Context: an optimization exercise on an open-source flow, tuned for small area and few clock cycles. The choices shown serve that exercise and are no tape-out recipe. Function was checked by simulation only, so behaviour that the tests miss may differ from the original. Power is estimated from default activity; no workload was simulated.

== job 1524 ==
==> flow/design.v (excerpt) <==
module rapidlok_track_decoder (
    input  wire        clk,
    input  wire        rst,
    input  wire        in_valid,
    output wire        in_ready,
    input  wire [7:0]  in_data,
    input  wire        in_last,
    input  wire [7:0]  trk,
    output wire        hdr_valid,
    output wire [4:0]  hdr_sec,
    output wire [15:0] hdr_pos,
    output wire        pay_valid,
    output wire [15:0] pay_data,
    output wire        span_valid,
    output wire        span_mark,
    output wire        trk_done,
    output wire [4:0]  trk_nfound
);
Size in the first run: about 510 cells after synthesis, roughly 110 flip-flops, roughly 4700 sq um of cells after synthesis.
==> flow/config.mk <==
export PLATFORM = sky130hd
export DESIGN_NAME = rapidlok_track_decoder
export DESIGN_NICKNAME = rapidlok_track_decoder
export VERILOG_FILES = /design/flow/design.v
export SDC_FILE = /design/flow/constraint.sdc
export NUM_CORES = 4
export LEC_CHECK = 0
export ABC_AREA = 1
export CAP_MARGIN = 0
export CORE_MARGIN = 2
export CORE_UTILIZATION = 55
export SLEW_MARGIN = 0
==> flow/constraint.sdc <==
create_clock -name core_clock -period 10.0 [get_ports {clk}]
set_input_delay 2.0000 -clock core_clock [delete_from_list [all_inputs] [get_ports {clk}]]
set_output_delay 2.0000 -clock core_clock [all_outputs]
set_load 0.01 [all_outputs]
standard.sh (not shown) runs the stock make flow with config.mk's settings and CLKGATE_MAP_FILE= SYNTH_SCRIPT=/design/flow/synth_recipe.tcl, a recipe that flattens the netlist after the stock synthesis.
==> flow/flow/run.sh <==
#!/bin/bash
# The standard layout (standard.sh) with three changes:
#  - synthesis maps the logic with an area-oriented ABC script and no adder
#    extraction (flow/synth.tcl, flow/area.abc); flip-flops are mapped as before
#  - the port buffers are the smallest buffer, sky130_fd_sc_hd__buf_1
#  - clock tree synthesis uses small clock buffers
set -euo pipefail
here=$(pwd)
sed "s#SYNTH_SCRIPT=[^ ]*#SYNTH_SCRIPT=$here/flow/synth.tcl#" standard.sh > flow_standard.sh
export FLOW_ABC_SCRIPT=$here/flow/area.abc
export BUFFER_PORTS_ARGS="-buffer_cell sky130_fd_sc_hd__buf_1"
if [[ -f flow/cts_args ]]; then export CTS_ARGS="$(cat flow/cts_args)"; fi
bash flow_standard.sh ADDER_MAP_FILE= finish > flow_make.log 2>&1
==> flow/flow/area.abc <==
strash
&get -n
&fraig -x
&put
scorr
dc2
strash
&get -n
&deepsyn -T 20
&put
dch -f
amap
topo
==> flow/flow/cts_args <==
-sink_clustering_enable -repair_clock_nets -buf_list sky130_fd_sc_hd__clkbuf_8 -root_buf sky130_fd_sc_hd__clkbuf_8 -dont_use_dummy_load
==> flow/flow/synth.tcl <==
# The standard flow's synthesis script (synth_recipe.tcl), with ABC run on an area-oriented
# script of our own. Flip-flop mapping and naming are unchanged.
proc synth {args} { yosys synth -nofsm -noshare {*}$args }
proc abc {args} {
  set i [lsearch -exact $args -script]
  if {$i >= 0} { set args [lreplace $args [expr {$i + 1}] [expr {$i + 1}] $::env(FLOW_ABC_SCRIPT)] }
  yosys abc {*}$args
}
source $::env(SCRIPTS_DIR)/synth.tcl
# left out here: clear keep_hierarchy, flatten, clean up, hide names made inside functions, write 1_2_yosys.v
Job 1524 | stages: all done | timing, DRC, antenna: all pass
Testbench counts of job 1524, summed over its fixed seeds: cycles 192,272.
Edits applied to the flow inputs when going from job 1524 to job 3697:
diff --git a/flow/config.mk b/flow/config.mk
--- a/flow/config.mk
+++ b/flow/config.mk
@@ -8,5 +8,5 @@
 export ABC_AREA = 1
-export CAP_MARGIN = 0
+export CAP_MARGIN = 20
 export CORE_MARGIN = 2
 export CORE_UTILIZATION = 55
-export SLEW_MARGIN = 0
+export SLEW_MARGIN = 20
### Flow results
The final layout from job 3697, which completed every stage, passed the timing, DRC and antenna checks at the end of the flow. When the final numbers for job 3697 and job 1524 were put side by side, the worst setup timing slack at the placement stage turned out to be smaller in job 3697. Proportion of power drawn by combinational gates ends up higher on job 3697. Detailed-route via count, job 3697 vs job 1524: up slightly. Job 3697 vs. job 1524: post-route worst setup slack decreased by 0.33 ns relative to the old numbers, wire length on met2 decreased by 230 um relative to the old numbers, global routing usage summed across all routing layers decreased by 0.32 points relative to the old numbers. Largest family of logic cells by synthesized area = simple AND/OR/NAND/NOR gates: job 3697; largest family of logic cells by synthesized area = compound AO/OA/AOI/OAI gates: job 1524.


Another version of the RTL of rapidlok_track_decoder (not shown whole).
For scale: ~550 cells after synthesis, ~110 flip-flops, about 68 I/O pins.
Design rapidlok_track_decoder, start of the top module:
module rapidlok_track_decoder (
    input  wire        clk,
    input  wire        rst,
    input  wire        in_valid,
    output wire        in_ready,
    input  wire [7:0]  in_data,
    input  wire        in_last,
    input  wire [7:0]  trk,
    output wire        hdr_valid,
    output wire [4:0]  hdr_sec,
    output wire [15:0] hdr_pos,
    output wire        pay_valid,
    output wire [15:0] pay_data,
    output wire        span_valid,
    output wire        span_mark,
    output wire        trk_done,
    output wire [4:0]  trk_nfound
);
export LEC_CHECK = 0
export ABC_AREA = 1
export CAP_MARGIN = 20
export CORE_MARGIN = 2
export CORE_UTILIZATION = 70
export SLEW_MARGIN = 20
create_clock -name core_clock -period 10.0 [get_ports {clk}]
==> flow/flow/area.abc <==
strash
&get -n
&fraig -x
&put
scorr
dc2
strash
dch -f
amap
topo
Scripts as last shown in full above: flow/flow/run.sh, flow/flow/cts_args, flow/flow/synth.tcl
The starting point completed without violations.
Testbench counts at the start, summed over its fixed seeds: cycles 192,272.
Change:
==> flow/flow/cts_args (replaced) <==
-sink_clustering_enable -repair_clock_nets -buf_list sky130_fd_sc_hd__clkbuf_8 -root_buf sky130_fd_sc_hd__clkbuf_16 -dont_use_dummy_load
CORE_UTILIZATION = 40   (was 70)
The changed run produced a clean layout.
Via count drops by 7.4%.
Sequential power stays flat.
Count of clock-buffer cells in the layout is unchanged.
Total power climbs by 9.9%.
Worst hold slack improved by 0.0054 ns.
Core utilization drops by 34 points.
Global-route usage drops by 16 points.


## cedar
rapidlok_track_decoder, a different RTL version from the one above (not shown whole).
Size in the first run: ~110 flip-flops, ~68 I/O pins, ~6000 um^2 of cells after synthesis.
==> flow/config.mk <==
export PLATFORM = sky130hd
export DESIGN_NAME = rapidlok_track_decoder
export DESIGN_NICKNAME = rapidlok_track_decoder
export VERILOG_FILES = /design/flow/design.v
export SDC_FILE = /design/flow/constraint.sdc
export NUM_CORES = 4
export LEC_CHECK = 0
export CAP_MARGIN = 20
export CORE_MARGIN = 2
export CORE_UTILIZATION = 40
export SLEW_MARGIN = 20
==> flow/constraint.sdc <==
create_clock -name core_clock -period 10.0 [get_ports {clk}]
set_input_delay 2.0000 -clock core_clock [delete_from_list [all_inputs] [get_ports {clk}]]
set_output_delay 2.0000 -clock core_clock [all_outputs]
set_load 0.01 [all_outputs]
run.sh (not shown) runs the stock make flow with config.mk's settings and CLKGATE_MAP_FILE= SYNTH_SCRIPT=/design/flow/synth_recipe.tcl, a recipe that flattens the netlist after the stock synthesis.
Stock flow here: none of the scripts above is used.
Both conditions hold for cedar: the flow ran to the end and the final layout passed the timing, DRC and antenna checks.
Testbench counts of cedar, summed over its fixed seeds: cycles 192,272.
--- input diff cedar..oak ---
==> flow/flow/run.sh (new file) <==
#!/bin/bash
set -euo pipefail
export BUFFER_PORTS_ARGS="-buffer_cell sky130_fd_sc_hd__buf_1"
bash standard.sh finish > flow_make.log 2>&1
==> flow/standard.sh (new file) <==
#!/bin/bash
# synth_recipe.tcl (not shown) runs the flow's synth.tcl, then flattens the netlist and writes it again
# the make line also repeats each setting of config.mk as NAME=value (left out here)
make -C /OpenROAD-flow-scripts/flow DESIGN_CONFIG=/design/flow/config.mk WORK_HOME=/design/flow/orfs CLKGATE_MAP_FILE= SYNTH_SCRIPT=/design/flow/synth_recipe.tcl "${@:-finish}"
--- a/flow/config.mk
+++ b/flow/config.mk
@@ -7,0 +8 @@
+export ABC_AREA = 1
removed: flow/run.sh
### Flow results
- The worst setup slack before clock tree synthesis in oak sits 0.93 ns above the value recorded for cedar.
- Looking at fraction of area in multi-input gates, oak sits 2.0 points lower than cedar does.
- Delta (oak minus cedar): wire length of the first global-routing pass now smaller, number of buffers other than clock buffers in the final layout now smaller, sequential share of layout area now larger, net switching fraction of the power now larger, number of vias per cell after detailed routing now smaller.
- Area: oak vs cedar -> oak smaller


the reference run:
RTL: one of the versions met above, not the one the previous note started from.
Size: roughly 550 cells after synthesis, roughly 110 flip-flops, ~4900 um2 of cells after synthesis.
Settings: LEC_CHECK=0, ABC_AREA=1, CAP_MARGIN=20, CORE_MARGIN=2, CORE_UTILIZATION=60, SLEW_MARGIN=20; clock period 10.0 ns.
standard.sh (not shown) runs the stock make flow with config.mk's settings and CLKGATE_MAP_FILE= SYNTH_SCRIPT=/design/flow/synth_recipe.tcl, a recipe that flattens the netlist after the stock synthesis.
==> flow/flow/run.sh <==
#!/bin/bash
# The standard layout (standard.sh) with three changes:
#  - synthesis maps the logic with an area-oriented ABC script and no adder
#    extraction (flow/synth.tcl, flow/area.abc); flip-flops are mapped as before
#  - the port buffers are the smallest buffer, sky130_fd_sc_hd__buf_1
#  - clock tree synthesis uses small clock buffers
set -euo pipefail
here=$(pwd)
sed "s#SYNTH_SCRIPT=[^ ]*#SYNTH_SCRIPT=$here/flow/synth.tcl#" standard.sh > flow_standard.sh
export FLOW_ABC_SCRIPT=$here/flow/area.abc
export BUFFER_PORTS_ARGS="-buffer_cell sky130_fd_sc_hd__buf_1"
if [[ -f flow/cts_args ]]; then export CTS_ARGS="$(cat flow/cts_args)"; fi
bash flow_standard.sh ADDER_MAP_FILE= finish > flow_make.log 2>&1
==> flow/flow/cts_args <==
-sink_clustering_enable -repair_clock_nets -buf_list sky130_fd_sc_hd__clkbuf_4 -root_buf sky130_fd_sc_hd__clkbuf_8 -dont_use_dummy_load
Scripts as last shown in full above: flow/flow/area.abc, flow/flow/synth.tcl
Testbench counts of the reference run, summed over its fixed seeds: cycles 192,272.
The inputs of the trial run differ from those of the reference run as listed below.
Settings: CORE_UTILIZATION: 60 -> 55.
==> flow/flow/cts_args <==
-sink_clustering_enable -repair_clock_nets -buf_list {sky130_fd_sc_hd__clkbuf_4 sky130_fd_sc_hd__clkbuf_8} -root_buf sky130_fd_sc_hd__clkbuf_8 -sink_clustering_size 10 -dont_use_dummy_load
--- outcome ---
- First-pass GRT wire length: the trial run better than the reference run
- Between the trial run and the reference run, the difference in design area is negligible.
- Summary: final critical-path setup slack, the trial run better than the reference run
- The trial run: all stages complete, timing, DRC and antenna checks passed
- Re total net switching power: the reference run was higher than the trial run.
- The reference run → the trial run: proportion of power drawn by the clock network shrank by 0.2 points, post-synthesis to final-layout area growth grew by 0.23 points.
- The trial run: clock latency of the later-clocked register in the worst-skew pair 0.02 ns below the reference run

-- what the ideal ports hide --
Ports are ideal in the flow. The routed layouts listed here were re-timed in OpenROAD. Step 1 assumes that a clkbuf_16 drives the clock port and a buf_2 every other input. Step 2, shift: input delay + t, output delay - t, t = (earliest + latest rising clock arrival at the registers) / 2. This alone moves slack from input paths to output paths. a / b / c = no drivers / after step 1 / after step 2; a / b = the first two.
run | t, ns | setup WS [ns] | hold WS [ns] | latest minus earliest clock arrival (ns)
job 1524 | 0.387 | 2.937 / 2.915 / 2.915 | 0.421 / 0.421 / 0.421 | 0.033 / 0.033
job 3697 | 0.386 | 2.604 / 2.578 / 2.578 | 0.400 / 0.400 / 0.400 | 0.027 / 0.027
the first run of note 2 | 0.390 | 1.959 / 1.927 / 1.927 | 0.404 / 0.404 / 0.404 | 0.046 / 0.045
the second run of note 2 | 0.374 | 2.341 / 2.308 / 2.308 | 0.409 / 0.409 / 0.409 | 0.023 / 0.023
cedar | 0.391 | 1.951 / 1.924 / 1.924 | 0.419 / 0.419 / 0.419 | 0.009 / 0.010
oak | 0.385 | 2.872 / 2.848 / 2.848 | 0.421 / 0.421 / 0.421 | 0.010 / 0.010
the reference run | 0.401 | 2.063 / 2.018 / 2.018 | 0.405 / 0.405 / 0.405 | 0.048 / 0.049
the trial run | 0.383 | 2.208 / 2.180 / 2.180 | 0.399 / 0.399 / 0.399 | 0.038 / 0.039
After both steps setup and hold are still met in every run listed. The setup slack of the reference run, which loses most, moves by -0.045 ns with the drivers and by -0.045 ns with both steps.
